Background: an optimization exercise with open tools, aiming at a short achievable clock period and few clock cycles per item. Do not read the settings as production practice.
Only simulation tests tie the RTL to the original design; equivalence was not proved.
No activity file was given, so power comes from the tool's default toggle rates.

`flow/design.v`:
```
module mtp40c_crc_step (
    input  wire [7:0] hi_in,
    input  wire [7:0] lo_in,
    input  wire [7:0] data,
    output wire [7:0] hi_out,
    output wire [7:0] lo_out
);
    function [15:0] table_word;
        input [7:0] i;
        reg   [15:0] w;
        integer r;
        begin
            w = {8'd0, i};
            for (r = 0; r < 8; r = r + 1) begin
                if (w[0])
                    w = (w >> 1) ^ 16'hA001;
                else
                    w = w >> 1;
            end
            table_word = w;
        end
    endfunction
    wire [7:0]  idx   = lo_in ^ data;
    wire [15:0] entry = table_word(idx);
    assign lo_out = hi_in ^ entry[7:0];     
    assign hi_out = entry[15:8];            
endmodule
module mtp40c_crc_fold (
    input  wire [191:0] buf_in,     
    output wire [15:0]  y
);
    assign y[ 0] = ^(buf_in & 192'h920493e497a48e24db2525212139396968888cccd5550001);
    assign y[ 1] = ^(buf_in & 192'hb60db42db8ed926d6d6f6f63634b4bbbb99995557fff0002);
    assign y[ 2] = ^(buf_in & 192'h6c1b685b71db24dadadedec6c696977773332aaafffe0004);
    assign y[ 3] = ^(buf_in & 192'hd836d0b6e3b649b5b5bdbd8d8d2d2eeee6665555fffc0008);
    assign y[ 4] = ^(buf_in & 192'hb06da16dc76c936b6b7b7b1b1a5a5dddccccaaabfff80010);
    assign y[ 5] = ^(buf_in & 192'h60db42db8ed926d6d6f6f63634b4bbbb99995557fff00020);
    assign y[ 6] = ^(buf_in & 192'hc1b685b71db24dadadedec6c696977773332aaafffe00040);
    assign y[ 7] = ^(buf_in & 192'h836d0b6e3b649b5b5bdbd8d8d2d2eeee6665555fffc00080);
    assign y[ 8] = ^(buf_in & 192'h06da16dc76c936b6b7b7b1b1a5a5dddccccaaabfff800100);
    assign y[ 9] = ^(buf_in & 192'h0db42db8ed926d6d6f6f63634b4bbbb99995557fff000200);
    assign y[10] = ^(buf_in & 192'h1b685b71db24dadadedec6c696977773332aaafffe000400);
    assign y[11] = ^(buf_in & 192'h36d0b6e3b649b5b5bdbd8d8d2d2eeee6665555fffc000800);
    assign y[12] = ^(buf_in & 192'h6da16dc76c936b6b7b7b1b1a5a5dddccccaaabfff8001000);
    assign y[13] = ^(buf_in & 192'hdb42db8ed926d6d6f6f63634b4bbbb99995557fff0002000);
    assign y[14] = ^(buf_in & 192'h248124f925e9238936c94948484e4e5a5a22233335554000);
    assign y[15] = ^(buf_in & 192'h490249f24bd247126d929290909c9cb4b44446666aaa8000);
endmodule
module mtp40c_crc_finish (
    input  wire [15:0] y,
    input  wire [24:0] sel,         
    output wire [15:0] crc
);
    wire [15:0] x = y ^ 16'hFFFF;
    wire [15:0] p0 = {^(x & 16'h8000), ^(x & 16'h4000), ^(x & 16'h2000), ^(x & 16'h1000), ^(x & 16'h0800), ^(x & 16'h0400), ^(x & 16'h0200), ^(x & 16'h0100), ^(x & 16'h0080), ^(x & 16'h0040), ^(x & 16'h0020), ^(x & 16'h0010), ^(x & 16'h0008), ^(x & 16'h0004), ^(x & 16'h0002), ^(x & 16'h0001)};
    wire [15:0] p1 = {^(x & 16'h00ff), ^(x & 16'h007f), ^(x & 16'h00c0), ^(x & 16'h0060), ^(x & 16'h0030), ^(x & 16'h0018), ^(x & 16'h000c), ^(x & 16'h0006), ^(x & 16'h8003), ^(x & 16'h4001), ^(x & 16'h2000), ^(x & 16'h1000), ^(x & 16'h0800), ^(x & 16'h0400), ^(x & 16'h0200), ^(x & 16'h01ff)};
    wire [15:0] p2 = {^(x & 16'hfffd), ^(x & 16'h7ffe), ^(x & 16'hc002), ^(x & 16'h6001), ^(x & 16'h3000), ^(x & 16'h1800), ^(x & 16'h0c00), ^(x & 16'h0600), ^(x & 16'h0300), ^(x & 16'h0180), ^(x & 16'h00c0), ^(x & 16'h0060), ^(x & 16'h0030), ^(x & 16'h0018), ^(x & 16'h000c), ^(x & 16'hfffb)};
    wire [15:0] p3 = {^(x & 16'hfdff), ^(x & 16'hfeff), ^(x & 16'h0280), ^(x & 16'h0140), ^(x & 16'h00a0), ^(x & 16'h0050), ^(x & 16'h0028), ^(x & 16'h0014), ^(x & 16'h000a), ^(x & 16'h8005), ^(x & 16'hc002), ^(x & 16'h6001), ^(x & 16'h3000), ^(x & 16'h1800), ^(x & 16'h0c00), ^(x & 16'hfbff)};
    wire [15:0] p4 = {^(x & 16'hfff3), ^(x & 16'hfff9), ^(x & 16'h800f), ^(x & 16'h4007), ^(x & 16'ha003), ^(x & 16'h5001), ^(x & 16'h2800), ^(x & 16'h1400), ^(x & 16'h0a00), ^(x & 16'h0500), ^(x & 16'h0280), ^(x & 16'h0140), ^(x & 16'h00a0), ^(x & 16'h0050), ^(x & 16'h0028), ^(x & 16'hffe7)};
    wire [15:0] p5 = {^(x & 16'hf3ff), ^(x & 16'hf9ff), ^(x & 16'h0f00), ^(x & 16'h0780), ^(x & 16'h03c0), ^(x & 16'h01e0), ^(x & 16'h00f0), ^(x & 16'h0078), ^(x & 16'h003c), ^(x & 16'h001e), ^(x & 16'h800f), ^(x & 16'h4007), ^(x & 16'ha003), ^(x & 16'h5001), ^(x & 16'h2800), ^(x & 16'he7ff)};
    wire [15:0] p6 = {^(x & 16'hffd7), ^(x & 16'hffeb), ^(x & 16'h0022), ^(x & 16'h8011), ^(x & 16'hc008), ^(x & 16'he004), ^(x & 16'hf002), ^(x & 16'h7801), ^(x & 16'h3c00), ^(x & 16'h1e00), ^(x & 16'h0f00), ^(x & 16'h0780), ^(x & 16'h03c0), ^(x & 16'h01e0), ^(x & 16'h00f0), ^(x & 16'hffaf)};
    wire [15:0] p7 = {^(x & 16'hd7ff), ^(x & 16'hebff), ^(x & 16'h2200), ^(x & 16'h1100), ^(x & 16'h0880), ^(x & 16'h0440), ^(x & 16'h0220), ^(x & 16'h0110), ^(x & 16'h0088), ^(x & 16'h0044), ^(x & 16'h0022), ^(x & 16'h8011), ^(x & 16'hc008), ^(x & 16'he004), ^(x & 16'hf002), ^(x & 16'haffe)};
    wire [15:0] p8 = {^(x & 16'hff0f), ^(x & 16'hff87), ^(x & 16'h00cc), ^(x & 16'h0066), ^(x & 16'h8033), ^(x & 16'h4019), ^(x & 16'h200c), ^(x & 16'h1006), ^(x & 16'h8803), ^(x & 16'h4401), ^(x & 16'h2200), ^(x & 16'h1100), ^(x & 16'h0880), ^(x & 16'h0440), ^(x & 16'h0220), ^(x & 16'hfe1f)};
    wire [15:0] p9 = {^(x & 16'h0ffd), ^(x & 16'h87fe), ^(x & 16'hcc02), ^(x & 16'h6601), ^(x & 16'h3300), ^(x & 16'h1980), ^(x & 16'h0cc0), ^(x & 16'h0660), ^(x & 16'h0330), ^(x & 16'h0198), ^(x & 16'h00cc), ^(x & 16'h0066), ^(x & 16'h8033), ^(x & 16'h4019), ^(x & 16'h200c), ^(x & 16'h1ffb)};
    wire [15:0] p10 = {^(x & 16'hfddf), ^(x & 16'hfeef), ^(x & 16'h02a8), ^(x & 16'h0154), ^(x & 16'h00aa), ^(x & 16'h8055), ^(x & 16'hc02a), ^(x & 16'h6015), ^(x & 16'h300a), ^(x & 16'h9805), ^(x & 16'hcc02), ^(x & 16'h6601), ^(x & 16'h3300), ^(x & 16'h1980), ^(x & 16'h0cc0), ^(x & 16'hfbbf)};
    wire [15:0] p11 = {^(x & 16'hdff3), ^(x & 16'heff9), ^(x & 16'ha80f), ^(x & 16'h5407), ^(x & 16'haa03), ^(x & 16'h5501), ^(x & 16'h2a80), ^(x & 16'h1540), ^(x & 16'h0aa0), ^(x & 16'h0550), ^(x & 16'h02a8), ^(x & 16'h0154), ^(x & 16'h00aa), ^(x & 16'h8055), ^(x & 16'hc02a), ^(x & 16'hbfe6)};
    wire [15:0] p12 = {^(x & 16'hf33f), ^(x & 16'hf99f), ^(x & 16'h0ff0), ^(x & 16'h07f8), ^(x & 16'h03fc), ^(x & 16'h01fe), ^(x & 16'h80ff), ^(x & 16'h407f), ^(x & 16'ha03f), ^(x & 16'h501f), ^(x & 16'ha80f), ^(x & 16'h5407), ^(x & 16'haa03), ^(x & 16'h5501), ^(x & 16'h2a80), ^(x & 16'he67f)};
    wire [15:0] p13 = {^(x & 16'h3fd5), ^(x & 16'h9fea), ^(x & 16'hf020), ^(x & 16'hf810), ^(x & 16'hfc08), ^(x & 16'hfe04), ^(x & 16'hff02), ^(x & 16'h7f81), ^(x & 16'h3fc0), ^(x & 16'h1fe0), ^(x & 16'h0ff0), ^(x & 16'h07f8), ^(x & 16'h03fc), ^(x & 16'h01fe), ^(x & 16'h80ff), ^(x & 16'h7faa)};
    wire [15:0] p14 = {^(x & 16'hd57f), ^(x & 16'heabf), ^(x & 16'h2020), ^(x & 16'h1010), ^(x & 16'h0808), ^(x & 16'h0404), ^(x & 16'h0202), ^(x & 16'h8101), ^(x & 16'hc080), ^(x & 16'he040), ^(x & 16'hf020), ^(x & 16'hf810), ^(x & 16'hfc08), ^(x & 16'hfe04), ^(x & 16'hff02), ^(x & 16'haafe)};
    wire [15:0] p15 = {^(x & 16'h7f00), ^(x & 16'hbf80), ^(x & 16'h20c0), ^(x & 16'h1060), ^(x & 16'h0830), ^(x & 16'h0418), ^(x & 16'h020c), ^(x & 16'h0106), ^(x & 16'h8083), ^(x & 16'h4041), ^(x & 16'h2020), ^(x & 16'h1010), ^(x & 16'h0808), ^(x & 16'h0404), ^(x & 16'h0202), ^(x & 16'hfe01)};
    wire [15:0] p16 = {^(x & 16'h00fd), ^(x & 16'h807e), ^(x & 16'hc0c2), ^(x & 16'h6061), ^(x & 16'h3030), ^(x & 16'h1818), ^(x & 16'h0c0c), ^(x & 16'h0606), ^(x & 16'h8303), ^(x & 16'h4181), ^(x & 16'h20c0), ^(x & 16'h1060), ^(x & 16'h0830), ^(x & 16'h0418), ^(x & 16'h020c), ^(x & 16'h01fb)};
    wire [15:0] p17 = {^(x & 16'hfdfd), ^(x & 16'h7efe), ^(x & 16'hc282), ^(x & 16'h6141), ^(x & 16'h30a0), ^(x & 16'h1850), ^(x & 16'h0c28), ^(x & 16'h0614), ^(x & 16'h030a), ^(x & 16'h8185), ^(x & 16'hc0c2), ^(x & 16'h6061), ^(x & 16'h3030), ^(x & 16'h1818), ^(x & 16'h0c0c), ^(x & 16'hfbfb)};
    wire [15:0] p18 = {^(x & 16'hfdf3), ^(x & 16'hfef9), ^(x & 16'h828f), ^(x & 16'h4147), ^(x & 16'ha0a3), ^(x & 16'h5051), ^(x & 16'h2828), ^(x & 16'h1414), ^(x & 16'h0a0a), ^(x & 16'h8505), ^(x & 16'hc282), ^(x & 16'h6141), ^(x & 16'h30a0), ^(x & 16'h1850), ^(x & 16'h0c28), ^(x & 16'hfbe7)};
    wire [15:0] p19 = {^(x & 16'hf3f3), ^(x & 16'hf9f9), ^(x & 16'h8f0f), ^(x & 16'h4787), ^(x & 16'ha3c3), ^(x & 16'h51e1), ^(x & 16'h28f0), ^(x & 16'h1478), ^(x & 16'h0a3c), ^(x & 16'h051e), ^(x & 16'h828f), ^(x & 16'h4147), ^(x & 16'ha0a3), ^(x & 16'h5051), ^(x & 16'h2828), ^(x & 16'he7e7)};
    wire [15:0] p20 = {^(x & 16'hf3d7), ^(x & 16'hf9eb), ^(x & 16'h0f22), ^(x & 16'h8791), ^(x & 16'hc3c8), ^(x & 16'he1e4), ^(x & 16'hf0f2), ^(x & 16'h7879), ^(x & 16'h3c3c), ^(x & 16'h1e1e), ^(x & 16'h8f0f), ^(x & 16'h4787), ^(x & 16'ha3c3), ^(x & 16'h51e1), ^(x & 16'h28f0), ^(x & 16'he7af)};
    wire [15:0] p21 = {^(x & 16'hd7d7), ^(x & 16'hebeb), ^(x & 16'h2222), ^(x & 16'h9111), ^(x & 16'hc888), ^(x & 16'he444), ^(x & 16'hf222), ^(x & 16'h7911), ^(x & 16'h3c88), ^(x & 16'h1e44), ^(x & 16'h0f22), ^(x & 16'h8791), ^(x & 16'hc3c8), ^(x & 16'he1e4), ^(x & 16'hf0f2), ^(x & 16'hafae)};
    wire [15:0] p22 = {^(x & 16'hd70f), ^(x & 16'heb87), ^(x & 16'h22cc), ^(x & 16'h1166), ^(x & 16'h88b3), ^(x & 16'h4459), ^(x & 16'h222c), ^(x & 16'h1116), ^(x & 16'h888b), ^(x & 16'h4445), ^(x & 16'h2222), ^(x & 16'h9111), ^(x & 16'hc888), ^(x & 16'he444), ^(x & 16'hf222), ^(x & 16'hae1e)};
    wire [15:0] p23 = {^(x & 16'h0f0d), ^(x & 16'h8786), ^(x & 16'hccce), ^(x & 16'h6667), ^(x & 16'hb333), ^(x & 16'h5999), ^(x & 16'h2ccc), ^(x & 16'h1666), ^(x & 16'h8b33), ^(x & 16'h4599), ^(x & 16'h22cc), ^(x & 16'h1166), ^(x & 16'h88b3), ^(x & 16'h4459), ^(x & 16'h222c), ^(x & 16'h1e1b)};
    wire [15:0] p24 = {^(x & 16'h0ddd), ^(x & 16'h86ee), ^(x & 16'hceaa), ^(x & 16'h6755), ^(x & 16'h33aa), ^(x & 16'h99d5), ^(x & 16'hccea), ^(x & 16'h6675), ^(x & 16'h333a), ^(x & 16'h999d), ^(x & 16'hccce), ^(x & 16'h6667), ^(x & 16'hb333), ^(x & 16'h5999), ^(x & 16'h2ccc), ^(x & 16'h1bbb)};
    assign crc = ({16{sel[0]}} & p0) |
                 ({16{sel[1]}} & p1) |
                 ({16{sel[2]}} & p2) |
                 ({16{sel[3]}} & p3) |
                 ({16{sel[4]}} & p4) |
                 ({16{sel[5]}} & p5) |
                 ({16{sel[6]}} & p6) |
                 ({16{sel[7]}} & p7) |
                 ({16{sel[8]}} & p8) |
                 ({16{sel[9]}} & p9) |
                 ({16{sel[10]}} & p10) |
                 ({16{sel[11]}} & p11) |
                 ({16{sel[12]}} & p12) |
                 ({16{sel[13]}} & p13) |
                 ({16{sel[14]}} & p14) |
                 ({16{sel[15]}} & p15) |
                 ({16{sel[16]}} & p16) |
                 ({16{sel[17]}} & p17) |
                 ({16{sel[18]}} & p18) |
                 ({16{sel[19]}} & p19) |
                 ({16{sel[20]}} & p20) |
                 ({16{sel[21]}} & p21) |
                 ({16{sel[22]}} & p22) |
                 ({16{sel[23]}} & p23) |
                 ({16{sel[24]}} & p24);
endmodule
module mtp40c_pe (
    input  wire        clk,
    input  wire        rst,         
    input  wire        cmd_valid,
    output wire        cmd_ready,
    input  wire [39:0] cmd_word,
    output wire        done,
    output wire [31:0] result,
    output wire [2:0]  status,
    input  wire [31:0] now_ms,
    output wire        tx_valid,
    output wire [7:0]  tx_data,
    input  wire        tx_ready,
    input  wire        rx_valid,
    input  wire [7:0]  rx_data,
    output wire        rx_ready
);
    localparam [7:0]  TX_CAP       = 8'd24;
    localparam [7:0]  RESP_CAP     = 8'd24;
    localparam [7:0]  BROADCAST    = 8'hFE;
    localparam [7:0]  ADDR_MAX     = 8'd247;
    localparam [7:0]  DEFAULT_ADDR = 8'h01;
    localparam [7:0]  DEVICE_TYPE  = 8'h02;
    localparam [31:0] TIMEOUT_DEF  = 32'd100;
    localparam [31:0] RATE_WINDOW  = 32'd4000;
    localparam [31:0] APR_MIN      = 32'h442F0000;    
    localparam [31:0] APR_MAX      = 32'h44898000;    
    localparam [15:0] SPC_MIN      = 16'd400;
    localparam [15:0] SPC_MAX      = 16'd5000;
    localparam [15:0] HRS_MIN      = 16'd24;
    localparam [15:0] HRS_MAX      = 16'd720;
    localparam [31:0] F32_M999     = 32'hC479C000;    
    localparam [7:0] OP_BEGIN      = 8'h01;
    localparam [7:0] OP_GETADDR    = 8'h10;
    localparam [7:0] OP_SETADDR    = 8'h11;
    localparam [7:0] OP_SETGENERIC = 8'h12;
    localparam [7:0] OP_SETSPECIF  = 8'h13;
    localparam [7:0] OP_USESPECIF  = 8'h14;
    localparam [7:0] OP_GETAIRP    = 8'h20;
    localparam [7:0] OP_SETAIRP    = 8'h21;
    localparam [7:0] OP_GETGAS     = 8'h22;
    localparam [7:0] OP_SETSPC     = 8'h30;
    localparam [7:0] OP_SPCREADY   = 8'h31;
    localparam [7:0] OP_OPENSC     = 8'h32;
    localparam [7:0] OP_CLOSESC    = 8'h33;
    localparam [7:0] OP_SCSTATUS   = 8'h34;
    localparam [7:0] OP_SETHOURS   = 8'h35;
    localparam [7:0] OP_GETHOURS   = 8'h36;
    localparam [7:0] OP_SETTIMEOUT = 8'h40;
    localparam [7:0] OP_GETTIMEOUT = 8'h41;
    localparam [7:0] OP_SUPPRESS   = 8'h42;
    localparam [7:0] OP_GETSUPPR   = 8'h43;
    localparam [7:0] OP_LASTREAD   = 8'h44;
    localparam [7:0] OP_GETTYPE    = 8'h45;
    localparam [7:0] OP_LASTERROR  = 8'h46;
    localparam [7:0] OP_CRC16      = 8'h50;
    localparam [7:0] OP_REQUEST    = 8'h51;
    localparam [7:0] OP_WRBUF      = 8'h52;
    localparam [7:0] OP_RDBUF      = 8'h53;
    localparam [2:0] ST_OK       = 3'd0;
    localparam [2:0] ST_VALID    = 3'd1;
    localparam [2:0] ST_TIMEOUT  = 3'd2;
    localparam [2:0] ST_PROTOCOL = 3'd3;
    localparam [2:0] ST_ILLEGAL  = 3'd4;
    function legal_word;
        input [7:0]  op;
        input [31:0] v;
        begin
            case (op)
                OP_BEGIN, OP_SETADDR, OP_CRC16, OP_RDBUF:
                    legal_word = (v[31:8] == 24'd0);
                OP_GETADDR, OP_SETGENERIC, OP_SETSPECIF, OP_USESPECIF,
                OP_GETAIRP, OP_GETGAS, OP_SPCREADY, OP_OPENSC, OP_CLOSESC,
                OP_SCSTATUS, OP_GETHOURS, OP_GETTIMEOUT, OP_GETSUPPR,
                OP_LASTREAD, OP_GETTYPE, OP_LASTERROR:
                    legal_word = (v == 32'd0);
                OP_SETAIRP, OP_SETTIMEOUT:
                    legal_word = 1'b1;
                OP_SETSPC, OP_SETHOURS, OP_REQUEST, OP_WRBUF:
                    legal_word = (v[31:16] == 16'd0);
                OP_SUPPRESS:
                    legal_word = (v[31:1] == 31'd0);
                default:
                    legal_word = 1'b0;    
            endcase
        end
    endfunction
    function [4:0] tmpl_len;
        input [7:0] op;
        begin
            case (op)
                OP_GETADDR:  tmpl_len = 5'd8;
                OP_SETADDR:  tmpl_len = 5'd9;
                OP_GETAIRP:  tmpl_len = 5'd8;
                OP_SETAIRP:  tmpl_len = 5'd10;
                OP_GETGAS:   tmpl_len = 5'd8;
                OP_SETSPC:   tmpl_len = 5'd9;
                OP_SPCREADY: tmpl_len = 5'd6;
                OP_OPENSC:   tmpl_len = 5'd6;
                OP_CLOSESC:  tmpl_len = 5'd6;
                OP_SCSTATUS: tmpl_len = 5'd6;
                OP_SETHOURS: tmpl_len = 5'd8;
                OP_GETHOURS: tmpl_len = 5'd6;
                default:     tmpl_len = 5'd6;
            endcase
        end
    endfunction
    function [4:0] resp_len;
        input [7:0] op;
        begin
            case (op)
                OP_GETADDR:  resp_len = 5'd7;
                OP_SETADDR:  resp_len = 5'd8;
                OP_GETAIRP:  resp_len = 5'd10;
                OP_SETAIRP:  resp_len = 5'd10;
                OP_GETGAS:   resp_len = 5'd14;
                OP_SETSPC:   resp_len = 5'd10;
                OP_SPCREADY: resp_len = 5'd6;
                OP_OPENSC:   resp_len = 5'd6;
                OP_CLOSESC:  resp_len = 5'd6;
                OP_SCSTATUS: resp_len = 5'd6;
                OP_SETHOURS: resp_len = 5'd6;
                OP_GETHOURS: resp_len = 5'd9;
                default:     resp_len = 5'd6;
            endcase
        end
    endfunction
    function [7:0] tmpl_byte;
        input [7:0]  op;
        input [4:0]  i;
        input [31:0] v;
        begin
            tmpl_byte = 8'h00;
            case (op)
                OP_GETADDR: begin
                    if (i == 5'd1) tmpl_byte = 8'hA0;
                    if (i == 5'd5) tmpl_byte = 8'h01;
                end
                OP_SETADDR: begin
                    if (i == 5'd1) tmpl_byte = 8'hA1;
                    if (i == 5'd5) tmpl_byte = 8'h01;
                    if (i == 5'd6) tmpl_byte = v[7:0];
                end
                OP_GETAIRP: begin
                    if (i == 5'd1) tmpl_byte = 8'hA2;
                    if (i == 5'd5) tmpl_byte = 8'h02;
                end
                OP_SETAIRP: begin
                    if (i == 5'd1) tmpl_byte = 8'hA3;
                    if (i == 5'd4) tmpl_byte = v[7:0];
                    if (i == 5'd5) tmpl_byte = v[15:8];
                    if (i == 5'd6) tmpl_byte = v[23:16];
                    if (i == 5'd7) tmpl_byte = v[31:24];
                end
                OP_GETGAS: begin
                    if (i == 5'd1) tmpl_byte = 8'hA4;
                    if (i == 5'd5) tmpl_byte = 8'h03;
                end
                OP_SETSPC: begin
                    if (i == 5'd1) tmpl_byte = 8'hA5;
                    if (i == 5'd4) tmpl_byte = v[7:0];
                    if (i == 5'd5) tmpl_byte = v[15:8];
                end
                OP_SPCREADY: begin
                    if (i == 5'd1) tmpl_byte = 8'hA6;
                    if (i == 5'd3) tmpl_byte = 8'h01;
                end
                OP_OPENSC: begin
                    if (i == 5'd1) tmpl_byte = 8'hA7;
                    if (i == 5'd3) tmpl_byte = 8'h01;
                end
                OP_CLOSESC: begin
                    if (i == 5'd1) tmpl_byte = 8'hA7;
                end
                OP_SCSTATUS: begin
                    if (i == 5'd1) tmpl_byte = 8'hA8;
                end
                OP_SETHOURS: begin
                    if (i == 5'd1) tmpl_byte = 8'hA9;
                    if (i == 5'd4) tmpl_byte = v[7:0];
                    if (i == 5'd5) tmpl_byte = v[15:8];
                end
                OP_GETHOURS: begin
                    if (i == 5'd1) tmpl_byte = 8'hAA;
                end
                default: tmpl_byte = 8'h00;
            endcase
        end
    endfunction
    function [31:0] timeout_sentinel;
        input [7:0] op;
        begin
            case (op)
                OP_GETADDR:  timeout_sentinel = 32'h000000FF;
                OP_GETAIRP:  timeout_sentinel = F32_M999;
                OP_SCSTATUS: timeout_sentinel = 32'h00000002;
                OP_GETHOURS: timeout_sentinel = 32'h0000FFFF;
                default:     timeout_sentinel = 32'h00000000;
            endcase
        end
    endfunction
    function gt32;
        input [31:0] a;
        input [31:0] b;
        reg   [31:0] g;
        reg   [31:0] p;
        integer w, k;
        begin
            g = a & ~b;
            p = a | ~b;
            for (w = 1; w < 32; w = w * 2) begin
                for (k = 0; k + w < 32; k = k + 2 * w) begin
                    g[k] = g[k + w] | (p[k + w] & g[k]);
                    p[k] = p[k + w] & p[k];
                end
            end
            gt32 = g[0];
        end
    endfunction
    function [32:0] add32;
        input [31:0] a;
        input [31:0] b;
        reg   [31:0] p;
        reg   [31:0] gg;
        reg   [31:0] pp;
        integer w, k;
        begin
            p  = a ^ b;
            gg = a & b;
            pp = p;
            for (w = 1; w < 32; w = w * 2) begin
                for (k = 31; k >= w; k = k - 1) begin
                    gg[k] = gg[k] | (pp[k] & gg[k - w]);
                    pp[k] = pp[k] & pp[k - w];
                end
            end
            add32 = {gg[31], p ^ {gg[30:0], 1'b0}};
        end
    endfunction
    function gt8;
        input [7:0] a;
        input [7:0] b;
        begin
            gt8 = gt32({24'd0, a}, {24'd0, b});
        end
    endfunction
    function [7:0] buf_byte;
        input [191:0] b;
        input [4:0]   i;
        begin
            case (i)
                5'd0:  buf_byte = b[  7:  0];
                5'd1:  buf_byte = b[ 15:  8];
                5'd2:  buf_byte = b[ 23: 16];
                5'd3:  buf_byte = b[ 31: 24];
                5'd4:  buf_byte = b[ 39: 32];
                5'd5:  buf_byte = b[ 47: 40];
                5'd6:  buf_byte = b[ 55: 48];
                5'd7:  buf_byte = b[ 63: 56];
                5'd8:  buf_byte = b[ 71: 64];
                5'd9:  buf_byte = b[ 79: 72];
                5'd10: buf_byte = b[ 87: 80];
                5'd11: buf_byte = b[ 95: 88];
                5'd12: buf_byte = b[103: 96];
                5'd13: buf_byte = b[111:104];
                5'd14: buf_byte = b[119:112];
                5'd15: buf_byte = b[127:120];
                5'd16: buf_byte = b[135:128];
                5'd17: buf_byte = b[143:136];
                5'd18: buf_byte = b[151:144];
                5'd19: buf_byte = b[159:152];
                5'd20: buf_byte = b[167:160];
                5'd21: buf_byte = b[175:168];
                5'd22: buf_byte = b[183:176];
                5'd23: buf_byte = b[191:184];
                default: buf_byte = 8'h00;
            endcase
        end
    endfunction
    reg        idle_r;      
    reg        dec_r;       
    reg        crc_r;       
    reg        crc_r2;      
    reg        tx_r;        
    reg        tx_first;    
    reg        rx_r;        
    reg        done_r;      
    reg        upd_addr, upd_gen, upd_spc, upd_tmo, upd_sup, upd_wr;
    reg [23:0] wr_sel;      
    reg [39:0] cmd;
    reg [31:0] now_a;       
    reg [31:0] result_r;
    reg [2:0]  status_r;    
    reg [7:0]  addr;
    reg        specific;
    reg [31:0] timeout;
    reg        suppress;
    reg [31:0] lastread;
    reg [31:0] lr_end;      
    reg        lr_wrap;     
    reg [15:0] gas;
    reg [31:0] airp;
    reg [191:0] txbuf;
    reg [191:0] respbuf;
    reg [7:0]  tx_byte;     
    reg [4:0]  txi;         
    reg [4:0]  nxi;         
    reg [4:0]  tleft;       
    reg [4:0]  rlen;        
    reg [15:0] crc;         
    reg        rx_rdy;      
    reg        rx_first;    
    reg [4:0]  rxn;         
    reg [4:0]  rrem;        
    reg [31:0] tstart;      
    reg [31:0] dline;       
    reg        dl_wrap;     
    reg [31:0] now_p;       
    reg        rxv_p;       
    reg [15:0] crc_y;
    reg [24:0] crc_sel;     
    reg [15:0] crc_res;     
    wire [7:0]  opcode  = cmd[39:32];
    wire [31:0] operand = cmd[31:0];
    wire        is_req  = (opcode == OP_REQUEST);
    wire        is_read = (opcode == OP_GETGAS) || (opcode == OP_GETAIRP);
    assign cmd_ready = idle_r;
    assign done      = done_r;
    assign result    = result_r;
    assign status    = status_r;
    assign tx_valid  = tx_r;
    assign tx_data   = tx_byte;
    assign rx_ready  = rx_rdy;
    reg         d_illegal, d_valerr;
    reg  [23:0] rd_sel;
    reg  [23:0] crc_bytes;
    wire d_after  = !gt32(lastread, now_a);       
    wire d_before = gt32(lr_end, now_a);          
    wire d_cached = lr_wrap ? (d_after || d_before) : (d_after && d_before);
    wire        w_tx, w_done, w_dec;
    wire        w_upd_addr, w_upd_gen, w_upd_spc, w_upd_tmo, w_upd_sup, w_upd_wr;
    wire [23:0] w_wr_sel, w_rd_sel, w_crc_mask;
    wire [31:0] f_result;
    wire [2:0]  f_status;
    wire [4:0]  w_len, w_rlen;
    wire        w_illegal, w_valerr;
    mtp40c_decode u_dec (
        .cmd_word   (cmd_word),
        .specific   (specific),
        .suppress   (suppress),
        .timeout    (timeout),
        .lastread   (lastread),
        .status_q   (status_r),
        .gas        (gas),
        .airp       (airp),
        .w_tx       (w_tx),
        .w_done     (w_done),
        .w_dec      (w_dec),
        .w_upd_addr (w_upd_addr),
        .w_upd_gen  (w_upd_gen),
        .w_upd_spc  (w_upd_spc),
        .w_upd_tmo  (w_upd_tmo),
        .w_upd_sup  (w_upd_sup),
        .w_upd_wr   (w_upd_wr),
        .w_wr_sel   (w_wr_sel),
        .f_result   (f_result),
        .f_status   (f_status),
        .w_len      (w_len),
        .w_rlen     (w_rlen),
        .w_illegal  (w_illegal),
        .w_valerr   (w_valerr),
        .w_rd_sel   (w_rd_sel),
        .w_crc_mask (w_crc_mask)
    );
    wire [7:0] addr_byte = specific ? addr : BROADCAST;
    wire [32:0] lr_sum   = add32(lastread, RATE_WINDOW);
    reg [7:0] rd_byte;
    integer r;
    always @(*) begin
        rd_byte = 8'h00;
        for (r = 0; r < 24; r = r + 1)
            rd_byte = rd_byte | ({8{rd_sel[r]}} & respbuf[8*r +: 8]);
    end
    reg [191:0] crc_mask;
    integer m;
    always @(*) begin
        for (m = 0; m < 24; m = m + 1)
            crc_mask[8*m +: 8] = crc_bytes[m] ? txbuf[8*m +: 8] : 8'h00;
    end
    wire [15:0] fold_y;
    mtp40c_crc_fold u_fold (.buf_in(crc_mask), .y(fold_y));
    wire [15:0] crc16_res;
    mtp40c_crc_finish u_finish (.y(crc_y), .sel(crc_sel), .crc(crc16_res));
    wire [7:0] crc_hi_next;
    wire [7:0] crc_lo_next;
    mtp40c_crc_step u_crc (
        .hi_in  (crc[15:8]),
        .lo_in  (crc[7:0]),
        .data   (tx_byte),
        .hi_out (crc_hi_next),
        .lo_out (crc_lo_next)
    );
    wire [7:0] frame_byte = is_req ? buf_byte(txbuf, nxi) : tmpl_byte(opcode, nxi, operand);
    wire [7:0] tx_next = (tleft == 5'd3) ? crc_lo_next :
                         (tleft == 5'd2) ? crc[15:8] : frame_byte;
    wire tx_go   = tx_r && tx_ready;
    wire tx_last = tx_go && (tleft == 5'd1);
    wire take     = rx_rdy && rx_valid;
    wire late_p   = !rx_first &&
                    (dl_wrap ? (gt32(now_p, dline) && gt32(tstart, now_p))
                             : (gt32(now_p, dline) || gt32(tstart, now_p)));
    wire rx_end   = take && (rrem == 5'd1);
    wire [32:0] dline_sum = add32(tstart, timeout);
    function [7:0] rb;
        input integer i;
        begin
            rb = respbuf[8*i +: 8];
        end
    endfunction
    reg [31:0] x_result;
    reg [2:0]  x_status;
    always @(*) begin
        x_result = 32'd1;
        x_status = ST_OK;
        case (opcode)
            OP_GETADDR:  x_result = {24'd0, rb(3)};
            OP_GETAIRP:  x_result = {8'd0, rb(6), rb(5), rb(4)};
            OP_GETGAS: begin
                if (rb(8) != 8'd0 || rb(9) != 8'd0 || rb(10) != 8'd0 || rb(11) != 8'd0) begin
                    x_result = 32'd0;
                    x_status = ST_PROTOCOL;
                end else begin
                    x_result = {16'd0, rb(5), rb(4)};
                end
            end
            OP_SETSPC: begin
                if (rb(7) == 8'd0) begin
                    x_result = 32'd0;
                    x_status = ST_PROTOCOL;
                end
            end
            OP_SPCREADY: x_result = {31'd0, rb(3) == 8'd0};
            OP_SCSTATUS: x_result = {24'd0, rb(3)};
            OP_SETHOURS: begin
                if (rb(3) != 8'd0) begin
                    x_result = 32'd0;
                    x_status = ST_PROTOCOL;
                end
            end
            OP_GETHOURS: x_result = {16'd0, rb(4), rb(3)};
            default: ;    
        endcase
    end
    wire x_ok = (tx_last && rlen == 5'd0) || (rx_r && rx_end);
    integer i;
    always @(posedge clk) begin
        now_p   <= now_ms;
        rxv_p   <= rx_valid;
        lr_end  <= lr_sum[31:0];
        lr_wrap <= lr_sum[32];
        crc_res   <= crc16_res;
        upd_addr  <= !rst && idle_r && cmd_valid && w_upd_addr;
        upd_gen   <= !rst && idle_r && cmd_valid && w_upd_gen;
        upd_spc   <= !rst && idle_r && cmd_valid && w_upd_spc;
        upd_tmo   <= !rst && idle_r && cmd_valid && w_upd_tmo;
        upd_sup   <= !rst && idle_r && cmd_valid && w_upd_sup;
        upd_wr    <= !rst && idle_r && cmd_valid && w_upd_wr;
        wr_sel    <= w_wr_sel;
        d_illegal <= w_illegal;
        d_valerr  <= w_valerr;
        rd_sel    <= w_rd_sel;
        crc_bytes <= w_crc_mask;
        if (idle_r) begin
            cmd       <= cmd_word;
            now_a     <= now_ms;
        end
        if (rst) begin
            idle_r   <= 1'b1;
            dec_r    <= 1'b0;
            crc_r    <= 1'b0;
            crc_r2   <= 1'b0;
            tx_r     <= 1'b0;
            tx_first <= 1'b0;
            rx_r     <= 1'b0;
            done_r   <= 1'b0;
            result_r <= 32'd0;
            status_r <= ST_OK;
            addr     <= DEFAULT_ADDR;
            specific <= 1'b0;
            timeout  <= TIMEOUT_DEF;
            suppress <= 1'b0;
            lastread <= 32'd0;
            lr_end   <= RATE_WINDOW;
            lr_wrap  <= 1'b0;
            gas      <= 16'd0;
            airp     <= 32'd0;
            tx_byte  <= 8'd0;
            txi      <= 5'd0;
            nxi      <= 5'd0;
            tleft    <= 5'd0;
            rlen     <= 5'd0;
            crc      <= 16'hFFFF;
            rx_rdy   <= 1'b0;
            rx_first <= 1'b0;
            rxn      <= 5'd0;
            rrem     <= 5'd0;
            tstart   <= 32'd0;
            dline    <= 32'd0;
            dl_wrap  <= 1'b0;
            crc_y    <= 16'd0;
            crc_sel  <= 25'd0;
        end else begin
            if (dec_r) begin
                dec_r    <= 1'b0;
                crc_y    <= fold_y;
                for (i = 0; i < 25; i = i + 1)
                    crc_sel[i] <= (operand[4:0] == i);
                if (d_illegal) begin
                    result_r <= 32'd0;
                    status_r <= ST_ILLEGAL;
                    done_r   <= 1'b1;
                end else if (opcode == OP_CRC16) begin
                    crc_r    <= 1'b1;
                end else if (opcode == OP_RDBUF) begin
                    result_r <= {24'd0, rd_byte};
                    status_r <= ST_OK;
                    done_r   <= 1'b1;
                end else if (d_valerr) begin
                    result_r <= 32'd0;
                    status_r <= ST_VALID;
                    done_r   <= 1'b1;
                end else if (is_read && d_cached) begin
                    status_r <= ST_OK;
                    done_r   <= 1'b1;             
                end else begin
                    tx_r     <= 1'b1;
                    tx_first <= 1'b1;
                end
            end
            if (crc_r) begin
                crc_r    <= 1'b0;
                crc_r2   <= 1'b1;
            end
            if (crc_r2) begin
                crc_r2   <= 1'b0;
                result_r <= {16'd0, crc_res};
                status_r <= ST_OK;
                done_r   <= 1'b1;
            end
            if (tx_first) begin
                tx_first   <= 1'b0;
                txbuf[7:0] <= addr_byte;
                if (!is_req) begin
                    for (i = 1; i < 24; i = i + 1)
                        if (gt8({3'd0, tleft}, i))
                            txbuf[8*i +: 8] <= tmpl_byte(opcode, i[4:0], operand);
                end
                if (is_read)
                    lastread <= now_a;
            end
            if (tx_r && tleft == 5'd2) begin
                txbuf[8*txi +: 8] <= crc[7:0];
                txbuf[8*nxi +: 8] <= crc[15:8];
            end
            if (tx_go) begin
                if (tleft != 5'd1 && tleft != 5'd2)
                    crc <= {crc_hi_next, crc_lo_next};
                if (tleft == 5'd1) begin
                    result_r <= timeout_sentinel(opcode);
                    status_r <= ST_TIMEOUT;
                    tx_r     <= 1'b0;
                    tstart   <= now_ms;
                    rxn      <= 5'd0;
                    rrem     <= rlen;
                    if (rlen != 5'd0) begin
                        rx_r     <= 1'b1;
                        rx_first <= 1'b1;
                        rx_rdy   <= rx_valid;
                    end
                end else begin
                    tx_byte <= tx_next;
                    txi     <= nxi;
                    nxi     <= nxi + 5'd1;
                    tleft   <= tleft - 5'd1;
                end
            end
            if (rx_r) begin
                rx_first <= 1'b0;
                if (rx_first) begin
                    dline   <= dline_sum[31:0];
                    dl_wrap <= dline_sum[32];
                end
                if (take) begin
                    respbuf[8*rxn +: 8] <= rx_data;
                    rxn  <= rxn + 5'd1;
                    rrem <= rrem - 5'd1;
                end
                if (rx_end) begin
                    rx_r   <= 1'b0;
                    rx_rdy <= 1'b0;
                end else if (late_p) begin
                    rx_r     <= 1'b0;
                    rx_rdy   <= 1'b0;
                    done_r   <= 1'b1;
                end else begin
                    rx_rdy <= rxv_p;
                end
            end
            if (x_ok) begin
                result_r <= x_result;
                status_r <= x_status;
                done_r   <= 1'b1;
                if (x_status == ST_OK) begin
                    case (opcode)
                        OP_SETADDR: addr <= operand[7:0];
                        OP_GETAIRP: airp <= x_result;
                        OP_GETGAS:  gas  <= x_result[15:0];
                        default: ;
                    endcase
                end
            end
            if (done_r) begin
                done_r   <= 1'b0;
                idle_r   <= 1'b1;
            end
            if (upd_addr) addr     <= operand[7:0];
            if (upd_gen)  specific <= 1'b0;
            if (upd_spc)  specific <= 1'b1;
            if (upd_tmo)  timeout  <= operand;
            if (upd_sup)  suppress <= operand[0];
            for (i = 0; i < 24; i = i + 1)
                if (upd_wr && wr_sel[i])
                    txbuf[8*i +: 8] <= operand[7:0];
            if (idle_r) begin
                result_r <= f_result;
                tx_byte <= addr_byte;
                txi     <= 5'd0;
                nxi     <= 5'd1;
                tleft   <= w_len;
                rlen    <= w_rlen;
                crc     <= 16'hFFFF;
            end
            if (idle_r && cmd_valid) begin
                idle_r   <= 1'b0;
                status_r <= f_status;
                tx_r     <= w_tx;
                tx_first <= w_tx;
                dec_r    <= w_dec;
                done_r   <= w_done;
            end
        end
    end
endmodule
module mtp40c_decode (
    input  wire [39:0] cmd_word,
    input  wire        specific,
    input  wire        suppress,
    input  wire [31:0] timeout,
    input  wire [31:0] lastread,
    input  wire [2:0]  status_q,
    input  wire [15:0] gas,
    input  wire [31:0] airp,
    output wire        w_tx,          
    output wire        w_done,        
    output wire        w_dec,         
    output wire        w_upd_addr,    
    output wire        w_upd_gen,
    output wire        w_upd_spc,
    output wire        w_upd_tmo,
    output wire        w_upd_sup,
    output wire        w_upd_wr,
    output reg  [23:0] w_wr_sel,      
    output wire [31:0] f_result,      
    output wire [2:0]  f_status,      
    output wire [4:0]  w_len,         
    output wire [4:0]  w_rlen,        
    output wire        w_illegal,     
    output wire        w_valerr,      
    output reg  [23:0] w_rd_sel,      
    output reg  [23:0] w_crc_mask     
);
    localparam [7:0]  TX_CAP       = 8'd24;
    localparam [7:0]  RESP_CAP     = 8'd24;
    localparam [7:0]  BROADCAST    = 8'hFE;
    localparam [7:0]  ADDR_MAX     = 8'd247;
    localparam [7:0]  DEFAULT_ADDR = 8'h01;
    localparam [7:0]  DEVICE_TYPE  = 8'h02;
    localparam [31:0] TIMEOUT_DEF  = 32'd100;
    localparam [31:0] RATE_WINDOW  = 32'd4000;
    localparam [31:0] APR_MIN      = 32'h442F0000;    
    localparam [31:0] APR_MAX      = 32'h44898000;    
    localparam [15:0] SPC_MIN      = 16'd400;
    localparam [15:0] SPC_MAX      = 16'd5000;
    localparam [15:0] HRS_MIN      = 16'd24;
    localparam [15:0] HRS_MAX      = 16'd720;
    localparam [31:0] F32_M999     = 32'hC479C000;    
    localparam [7:0] OP_BEGIN      = 8'h01;
    localparam [7:0] OP_GETADDR    = 8'h10;
    localparam [7:0] OP_SETADDR    = 8'h11;
    localparam [7:0] OP_SETGENERIC = 8'h12;
    localparam [7:0] OP_SETSPECIF  = 8'h13;
    localparam [7:0] OP_USESPECIF  = 8'h14;
    localparam [7:0] OP_GETAIRP    = 8'h20;
    localparam [7:0] OP_SETAIRP    = 8'h21;
    localparam [7:0] OP_GETGAS     = 8'h22;
    localparam [7:0] OP_SETSPC     = 8'h30;
    localparam [7:0] OP_SPCREADY   = 8'h31;
    localparam [7:0] OP_OPENSC     = 8'h32;
    localparam [7:0] OP_CLOSESC    = 8'h33;
    localparam [7:0] OP_SCSTATUS   = 8'h34;
    localparam [7:0] OP_SETHOURS   = 8'h35;
    localparam [7:0] OP_GETHOURS   = 8'h36;
    localparam [7:0] OP_SETTIMEOUT = 8'h40;
    localparam [7:0] OP_GETTIMEOUT = 8'h41;
    localparam [7:0] OP_SUPPRESS   = 8'h42;
    localparam [7:0] OP_GETSUPPR   = 8'h43;
    localparam [7:0] OP_LASTREAD   = 8'h44;
    localparam [7:0] OP_GETTYPE    = 8'h45;
    localparam [7:0] OP_LASTERROR  = 8'h46;
    localparam [7:0] OP_CRC16      = 8'h50;
    localparam [7:0] OP_REQUEST    = 8'h51;
    localparam [7:0] OP_WRBUF      = 8'h52;
    localparam [7:0] OP_RDBUF      = 8'h53;
    localparam [2:0] ST_OK       = 3'd0;
    localparam [2:0] ST_VALID    = 3'd1;
    localparam [2:0] ST_TIMEOUT  = 3'd2;
    localparam [2:0] ST_PROTOCOL = 3'd3;
    localparam [2:0] ST_ILLEGAL  = 3'd4;
    function [4:0] tmpl_len;
        input [7:0] op;
        begin
            case (op)
                OP_GETADDR:  tmpl_len = 5'd8;
                OP_SETADDR:  tmpl_len = 5'd9;
                OP_GETAIRP:  tmpl_len = 5'd8;
                OP_SETAIRP:  tmpl_len = 5'd10;
                OP_GETGAS:   tmpl_len = 5'd8;
                OP_SETSPC:   tmpl_len = 5'd9;
                OP_SPCREADY: tmpl_len = 5'd6;
                OP_OPENSC:   tmpl_len = 5'd6;
                OP_CLOSESC:  tmpl_len = 5'd6;
                OP_SCSTATUS: tmpl_len = 5'd6;
                OP_SETHOURS: tmpl_len = 5'd8;
                OP_GETHOURS: tmpl_len = 5'd6;
                default:     tmpl_len = 5'd6;
            endcase
        end
    endfunction
    function [4:0] resp_len;
        input [7:0] op;
        begin
            case (op)
                OP_GETADDR:  resp_len = 5'd7;
                OP_SETADDR:  resp_len = 5'd8;
                OP_GETAIRP:  resp_len = 5'd10;
                OP_SETAIRP:  resp_len = 5'd10;
                OP_GETGAS:   resp_len = 5'd14;
                OP_SETSPC:   resp_len = 5'd10;
                OP_SPCREADY: resp_len = 5'd6;
                OP_OPENSC:   resp_len = 5'd6;
                OP_CLOSESC:  resp_len = 5'd6;
                OP_SCSTATUS: resp_len = 5'd6;
                OP_SETHOURS: resp_len = 5'd6;
                OP_GETHOURS: resp_len = 5'd9;
                default:     resp_len = 5'd6;
            endcase
        end
    endfunction
    function gt32;
        input [31:0] a;
        input [31:0] b;
        reg   [31:0] g;
        reg   [31:0] p;
        integer w, k;
        begin
            g = a & ~b;
            p = a | ~b;
            for (w = 1; w < 32; w = w * 2) begin
                for (k = 0; k + w < 32; k = k + 2 * w) begin
                    g[k] = g[k + w] | (p[k + w] & g[k]);
                    p[k] = p[k + w] & p[k];
                end
            end
            gt32 = g[0];
        end
    endfunction
    function gt8;
        input [7:0] a;
        input [7:0] b;
        begin
            gt8 = gt32({24'd0, a}, {24'd0, b});
        end
    endfunction
    wire [7:0]  w_op    = cmd_word[39:32];
    wire [31:0] w_v     = cmd_word[31:0];
    wire [7:0]  w_cl    = w_v[15:8];
    wire [7:0]  w_rl    = w_v[7:0];
    wire [2:0]  status_r = status_q;
    wire o_begin  = (w_op == OP_BEGIN);
    wire o_getadr = (w_op == OP_GETADDR);
    wire o_setadr = (w_op == OP_SETADDR);
    wire o_setgen = (w_op == OP_SETGENERIC);
    wire o_setspc = (w_op == OP_SETSPECIF);
    wire o_usespc = (w_op == OP_USESPECIF);
    wire o_getapr = (w_op == OP_GETAIRP);
    wire o_setapr = (w_op == OP_SETAIRP);
    wire o_getgas = (w_op == OP_GETGAS);
    wire o_setcor = (w_op == OP_SETSPC);
    wire o_corrdy = (w_op == OP_SPCREADY);
    wire o_opensc = (w_op == OP_OPENSC);
    wire o_clossc = (w_op == OP_CLOSESC);
    wire o_scstat = (w_op == OP_SCSTATUS);
    wire o_sethrs = (w_op == OP_SETHOURS);
    wire o_gethrs = (w_op == OP_GETHOURS);
    wire o_settmo = (w_op == OP_SETTIMEOUT);
    wire o_gettmo = (w_op == OP_GETTIMEOUT);
    wire o_supp   = (w_op == OP_SUPPRESS);
    wire o_getsup = (w_op == OP_GETSUPPR);
    wire o_lastrd = (w_op == OP_LASTREAD);
    wire o_gettyp = (w_op == OP_GETTYPE);
    wire o_lasterr= (w_op == OP_LASTERROR);
    wire o_crc16  = (w_op == OP_CRC16);
    wire o_req    = (w_op == OP_REQUEST);
    wire o_wrbuf  = (w_op == OP_WRBUF);
    wire o_rdbuf  = (w_op == OP_RDBUF);
    wire z_31_16 = (w_v[31:16] == 16'd0);
    wire z_15_8  = (w_v[15:8] == 8'd0);
    wire z_7_1   = (w_v[7:1] == 7'd0);
    wire z_31_8  = z_31_16 && z_15_8;
    wire z_31_1  = z_31_8 && z_7_1;
    wire z_31_0  = z_31_1 && !w_v[0];
    wire f_n  = o_getadr | o_setgen | o_setspc | o_usespc | o_getapr | o_getgas |
                o_corrdy | o_opensc | o_clossc | o_scstat | o_gethrs | o_gettmo |
                o_getsup | o_lastrd | o_gettyp | o_lasterr;
    wire f_8  = o_begin | o_setadr | o_crc16 | o_rdbuf;
    wire f_16 = o_setcor | o_sethrs | o_req | o_wrbuf;
    wire f_32 = o_setapr | o_settmo;
    wire w_legal = (f_n && z_31_0) || (f_8 && z_31_8) || (f_16 && z_31_16) ||
                   f_32 || (o_supp && z_31_1);
    wire a_bad = gt8(w_v[7:0], ADDR_MAX);                
    wire i_bad = gt8(w_v[15:8], TX_CAP - 8'd1);          
    wire r_bad = gt8(w_v[7:0], RESP_CAP - 8'd1);         
    wire n_bad = gt8(w_v[7:0], TX_CAP);                  
    wire q_bad = gt8(8'd4, w_cl) || gt8(w_cl, TX_CAP) || gt8(w_rl, RESP_CAP);
    assign w_tx   = ((o_getadr || o_corrdy || o_opensc || o_clossc || o_scstat ||
                    o_gethrs) && z_31_0) ||
                  (o_setadr && z_31_8 && !a_bad) ||
                  (o_req && z_31_16 && !q_bad);
    wire o_more = o_getadr | o_setadr | o_getapr | o_setapr | o_getgas |
                  o_setcor | o_corrdy | o_opensc | o_clossc | o_scstat |
                  o_sethrs | o_gethrs | o_crc16 | o_req | o_rdbuf;
    assign w_done = ((o_setgen || o_setspc || o_usespc || o_gettmo || o_getsup ||
                    o_lastrd || o_gettyp || o_lasterr) && z_31_0) ||
                  (o_begin && z_31_8) || (o_wrbuf && z_31_16) || o_settmo ||
                  (o_supp && z_31_1);
    assign w_dec  = !w_done && !w_tx;
    assign w_upd_addr = w_legal && o_begin && !a_bad;
    assign w_upd_gen  = w_legal && o_setgen;
    assign w_upd_spc  = w_legal && o_setspc;
    assign w_upd_tmo  = w_legal && o_settmo;
    assign w_upd_sup  = w_legal && o_supp;
    assign w_upd_wr   = w_legal && o_wrbuf && !i_bad;
    integer q;
    always @(*) begin
        for (q = 0; q < 24; q = q + 1)
            w_wr_sel[q] = (w_v[12:8] == q);
    end
    assign f_result =
        (
            ({32{o_begin && !a_bad}} & 32'd1) |
            ({32{o_usespc}} & {31'd0, specific}) |
            ({32{o_gettmo}} & timeout) |
            ({32{o_getsup}} & {31'd0, suppress}) |
            ({32{o_lastrd}} & lastread) |
            ({32{o_gettyp}} & {24'd0, DEVICE_TYPE}) |
            ({32{o_lasterr}} & {29'd0, status_r}) |
            ({32{o_getgas}} & {16'd0, gas}) |                
            ({32{o_getapr}} & airp));                        
    assign f_status =
        (o_begin && a_bad)     ? ST_VALID   :
        (o_wrbuf && i_bad)     ? ST_ILLEGAL :
        o_lasterr              ? status_r   : ST_OK;
    assign w_len  = o_req ? w_cl[4:0] : tmpl_len(w_op);
    assign w_rlen = o_req ? w_rl[4:0] : resp_len(w_op);
    assign w_illegal = !w_legal || (o_rdbuf && r_bad) || (o_crc16 && n_bad) ||
                     (o_req && q_bad);
    assign w_valerr  =
        (o_setadr && a_bad) ||
        (o_setapr && (gt32(APR_MIN, w_v) || gt32(w_v, APR_MAX))) ||
        (o_setcor && (gt32({16'd0, SPC_MIN}, {16'd0, w_v[15:0]}) ||
                      gt32({16'd0, w_v[15:0]}, {16'd0, SPC_MAX}))) ||
        (o_sethrs && (gt32({16'd0, HRS_MIN}, {16'd0, w_v[15:0]}) ||
                      gt32({16'd0, w_v[15:0]}, {16'd0, HRS_MAX})));
    always @(*) begin
        for (q = 0; q < 24; q = q + 1) begin
            w_rd_sel[q]   = (w_v[4:0] == q);
            w_crc_mask[q] = gt8({3'd0, w_v[4:0]}, q);
        end
    end
endmodule
```
`flow/flow/run.sh`:
```
#!/bin/bash
# The standard layout (standard.sh: unchanged synthesis, floorplan, power
# grid, placement, CTS and routing) with three repair settings changed:
#  - timing repair aims at 7 ns of setup slack instead of 0, so that it keeps
#    improving the critical paths past the point where the clock is met;
#  - the port buffers are buf_4 cells (the default pick here is a delay
#    cell), still one buffer on every input and output port;
#  - resizing may change a cell's footprint.
# make's full output goes to standard_flow.log in this folder; each ORFS
# step's own log stays under orfs/logs/.
set -uo pipefail
bash standard.sh SETUP_SLACK_MARGIN=7 MATCH_CELL_FOOTPRINT=0 \
    "BUFFER_PORTS_ARGS=-buffer_cell sky130_fd_sc_hd__buf_4" finish \
    > standard_flow.log 2>&1
```
`flow/standard.sh`:
```
#!/bin/bash
# synth_recipe.tcl (not shown) runs the flow's synth.tcl, then flattens the netlist and writes it again
# the make line also repeats each setting of config.mk as NAME=value (left out here)
make -C /OpenROAD-flow-scripts/flow DESIGN_CONFIG=/design/flow/config.mk WORK_HOME=/design/flow/orfs CLKGATE_MAP_FILE= SYNTH_SCRIPT=/design/flow/synth_recipe.tcl "${@:-finish}"
```
`flow/config.mk`:
```
export PLATFORM = sky130hd
export DESIGN_NAME = mtp40c_pe
export DESIGN_NICKNAME = mtp40c_pe
export VERILOG_FILES = /design/flow/design.v
export SDC_FILE = /design/flow/constraint.sdc
export NUM_CORES = 4
export LEC_CHECK = 0
export ABC_CLOCK_PERIOD_IN_PS = 1000
export CAP_MARGIN = 20
export CORE_MARGIN = 2
export CORE_UTILIZATION = 55
export PLACE_DENSITY = 0.7
export SLEW_MARGIN = 20
export SYNTH_HIERARCHICAL = 1
export TNS_END_PERCENT = 100
```
`flow/constraint.sdc`:
```
create_clock -name core_clock -period 10.0 [get_ports {clk}]
set_input_delay 2.0000 -clock core_clock [delete_from_list [all_inputs] [get_ports {clk}]]
set_output_delay 2.0000 -clock core_clock [all_outputs]
set_load 0.01 [all_outputs]
```
==> metrics.log <==
[metrics] depth of the worst register-to-register path: 11
[metrics] final design instance area without fill: about 0.081 mm2
[metrics] min cycle time layout: 3.49 ns
[metrics] post-detailed-route DRC marker count: 0
[metrics] power share of the clock group: between 20% and 30%
[metrics] Slowest cell on crit path: or4b_1
[metrics] worst clock skew: between 0.04 and 0.05 ns
[metrics] Critical R2R Launch: timeout[2]
[metrics] sink count of the clock tree: around 940
[metrics] peak fanout along the critical path: 4
[metrics] Max Root-Sink Buffers: 3
[metrics] dominant synthesized flop cell: dfxtp_1
[metrics] kind of critical path: flip-flop to flip-flop
[metrics] Final setup viols: 0
[metrics] floorplan die height: between 300 and 400 um
[metrics] H-tree levels: 3
[metrics] worst hold-check path type: flip-flop to flip-flop
[metrics] clock transition time at the flip-flop clock pins of the worst setup and hold paths: about 0.06 ns
[metrics] drt initial violations: around 11000
[metrics] switching power: between 5 and 6 mW
[metrics] fraction of final layout cells sized beyond drive strength 1: 28.3%
[metrics] I/O pin count: ~130
[metrics] share of the cycle needed by the critical path after routing: a little over a third
[metrics] number of antenna violations at the first check in global routing: 13
[metrics] insertion delay to the later sink of the worst-skew pair: ~0.76 ns
[metrics] Int Pwr: roughly 9.8 mW
[metrics] Initial Utilization: between 50 and 60%
[metrics] internal reg-to-reg setup slack: roughly 6.5 ns
[metrics] number of enable flip-flop cells after synthesis: approximately 460
[metrics] Inserted Clock Buffers: between 100 and 150
[metrics] Final Slew Violations: 0
[metrics] drt via density: a little over 7
[metrics] global-route wire length before repair: 418 mm
[metrics] unrepaired setup endpoints after global routing: true
[metrics] crit path capture type: flip-flop
[metrics] cell repeated most along the worst path: a221o_1
[metrics] area growth from synthesis to layout: 26.0%
[metrics] library cell with the highest instance count after synthesis: nand2_1
[metrics] Synth Register Bits: 937
[metrics] number of maximum-capacitance violations: 0
[metrics] width of the die: approximately 350 um
[metrics] via count of the first global-routing pass: roughly 60000
[metrics] CTS tree: done
[metrics] placed wire-length estimate: 206 mm
[metrics] net switching share of the total power: a little over a third
[metrics] area of the die: 0.120 mm2
[metrics] Syn Inst Count: 7104
[metrics] Antenna Violating Nets Remaining: 0
[metrics] endpoint of the worst setup timing path: dline[30]
[metrics] top-area cell type share of the netlist area: between 20% and 30%
[metrics] number of vias after detailed routing: ~64000
[metrics] required time of the worst setup path: 10.66 ns
[metrics] most frequent cells after synthesis: nand2_1, xnor2_1, nor2_1, a21oi_1, dfxtp_1
[metrics] reg2reg end: dline[30]
[metrics] WL/cell: around 33 um
[metrics] outcome: complete, no violations
[metrics] dpl ws: roughly 5.3 ns
[metrics] post-synthesis sequential area ratio: between 30% and 40%
[metrics] Crit path arrival time: roughly 4.2 ns
[metrics] CORE AREA: around 0.12 mm2
[metrics] number of buffers inserted by port buffering: around 130
[metrics] Routed WL: around 300 mm
[metrics] hold-fix buffer count after cts: 0
[metrics] Startpoint Class: flip-flop
[metrics] async set-or-reset flop fraction in the synthesized netlist: 0%
[metrics] final weighted congestion in routability-driven placement: around 1.1
[metrics] largest cells by area after synthesis: edfxtp_1, dfxtp_1, xnor2_1, nand2_1, a21oi_1
[metrics] post-synthesis cell type count: between 100 and 150
[metrics] Cell Chain, Critical Path: ha_4 > nor2b_4 > o31ai_4 > a21oi_2 > a221o_1 > a21bo_4 > a211oi_4 > o221ai_2 > a221o_1 > or4b_1 > o311ai_1
[metrics] largest net degree at the start of global routing: 99
[metrics] root buffer cell: clkbuf_16
[metrics] Synth Cell Area: 0.0647 mm2
[metrics] relative max-transition margin: a little under an eighth
[metrics] all-layer global routing usage: between 40 and 50%
[metrics] static power due to leakage: approximately 30 nW
[metrics] hold violation total from the final report: 0
[metrics] average size of a mapped cell: 9.11 um2
[metrics] GRT overflow: 0
[metrics] worst setup path startpoint: timeout[2]
[metrics] Total Nets Final: ~7700
[metrics] Rows: approximately 130
[metrics] Slew @ Worst Pin: ~1.3 ns
[metrics] first-pass iteration count of the detailed router: 13
[metrics] sequential fraction of design power: between 20 and 30%
[metrics] placement-stage cell area: between 0.06 and 0.07 mm2
[metrics] total power density per cell area: around 190 mW/mm2
[metrics] achievable clock frequency: ~290 MHz
[metrics] combinational group share of total power: ~44%
[metrics] utilization after layout: 70.0%
[metrics] Setup TNS Final: 0 ns
[metrics] post-route setup slack: 6.51 ns
[metrics] maximum ir drop on the vdd rail: around 0.35 mV
[metrics] cell type with the largest total area after synthesis: edfxtp_1
[metrics] Syn. warnings: 9
[metrics] CP peak stage delay: 0.52 ns
-- state kept, by name (all words and copies together), names as in the netlist, 24 cells and up --
register   count
airp          24
cmd           40
crc_bytes     24
crc_sel       25
dline         32
lastread      32
lr_end        32
now_a         32
now_p         32
rd_sel        24
respbuf      192
result_r      32
timeout       32
tstart        32
txbuf        192
wr_sel        24
-- placed cells by master (no fill, tap or decap), types with 110 or more instances in the layout --
| master | Yosys | final |
|---|---|---|
| mux2_2 | 208 | 207 |
| a22oi_1 | 273 | 263 |
| clkbuf_16 | 0 | 127 |
| o21ai_0 | 222 | 183 |
| nor2_1 | 595 | 534 |
| xor2_1 | 195 | 162 |
| buf_6 | 1 | 112 |
| xnor2_2 | 20 | 114 |
| nand2_1 | 734 | 681 |
| nand3_1 | 136 | 110 |
| dfxtp_1 | 481 | 363 |
| a21oi_1 | 538 | 478 |
| xnor2_1 | 690 | 557 |
| inv_1 | 164 | 158 |
| edfxtp_1 | 456 | 456 |
| mux2i_1 | 128 | 125 |
| and2_1 | 228 | 132 |
| buf_4 | 13 | 596 |
-- area by class of cell --
| class | instances | area [um2] |
|---|---|---|
| Antenna cell | 10 | 25.0 |
| Clock buffer | 152 | 3030 |
| Clock inverter | 49 | 544 |
| Fill cell | 8859 | 34900 |
| Inverter | 168 | 662 |
| Multi-Input combinational cell | 5503 | 44000 |
| Sequential cell | 937 | 23600 |
| Tap cell | 1524 | 1910 |
| Timing Repair Buffer | 804 | 7660 |
-- kinds of logic after synthesis --
family / share of synthesized area (%)
compound gates: 19.0
xor+xnor: 17.6
fa+ha+maj: 1.43
buf+inv: 4.17
flops: 36.1
mux: 5.60
other cells: 0.00580
simple gates: 16.2
-- layer usage --
layer | vias up | part of all wire [%] | track usage (%)
li1 | 26594 | - | -
met1 | 30779 | 35 | 59.3
met2 | 5440 | 41 | 69.2
met3 | 1626 | 15 | 15.9
met4 | 12 | 9.5 | 32.7
met5 | - | 0.031 | 0
-- modules after synthesis, one instance, submodules excluded --
module             flip-flops and latches  cells inside  cell area, um2
mtp40c_decode                           0           413            2280
mtp40c_pe                             937          5240           48700
mtp40c_crc_step                         0            26             251
mtp40c_crc_finish                       0           842            6960
mtp40c_crc_fold                         0           583            6520
-- power groups by stage --
stage               clock (mW)  sequential [mW]  combinational [mW]
finish                    4.05             4.40                6.71
global placement             0             4.47                5.47
floorplan                    0             4.32                4.19
global route              4.20             4.39                6.91
detailed placement           0             4.47                5.48
CTS                       4.04             4.38                6.10
-- metrics by stage --
stage | cells | hold WS [ns] | power [mW]
final | 9147 | 0.455 | 15.2
after global placement | 8361 | 0.429 | 9.94
after global routing | 9137 | 0.481 | 15.5
after floorplan | 7111 | 0.411 | 8.51
after detailed placement | 8361 | 0.433 | 9.95
after CTS | 8874 | 0.448 | 14.5
-- what timing repair did --
| action | 4_1_cts | 5_1_grt |
|---|---|---|
| endpoints found under the hold margin | 0 | 0 |
| cloned | 15 | 14 |
| setup buffers | 297 | 249 |
| pin swaps | 181 | 300 |
| gates resized for setup | 821 | 624 |
| endpoints found under the setup margin | 924 | 776 |
-- critical path, delay by kind of cell (launching register included) --
| kind | cells | cell delay [ns] |
|---|---|---|
| adder cells (fa/ha/maj) | 1 | 0.25 |
| AND/OR/NAND/NOR | 2 | 0.65 |
| AO/OA/AOI/OAI | 8 | 2.02 |
| flip-flops | 1 | 0.47 |
-- worst min-delay path by stage --
stage | from | to | slack [ns] | cells after the start
6_report | upd_spc | specific | 0.45 | 2
5_1_grt | rxv_p | rx_rdy | 0.48 | 1
4_1_cts | upd_spc | specific | 0.45 | 2
3_5_place_dp | upd_spc | specific | 0.43 | 2
3_3_place_gp | upd_spc | specific | 0.43 | 2
2_1_floorplan | lastread[5] | lr_end[5] | 0.41 | 1
Testbench counts, summed over its fixed seeds: cycles 51,443, commands 4,800.

re-timing with driven ports:
No port has a modelled driver above. Below, the same layout with a new extraction and two added sets of constraints. Step 1 assumes that a clkbuf_16 drives the clock port and a buf_2 every other input. Step 2 adds t to the input delays and takes it off the output delays; t is the mean of the earliest and latest rising clock arrival at the registers after step 1. Input paths then give back, and output paths get back, about the clock's delay inside the block. Three values: ideal ports, drivers, drivers and shift; two values: the first two.
shift t [ns]: 0.812
slack for setup (ns): 6.509 / 6.509 / 5.951
worst slew at a driven data input, ns: 0.26
After both steps setup and hold are still met in this run. The setup slack of this run moves by 0.000 ns with the drivers and by -0.558 ns with both steps.
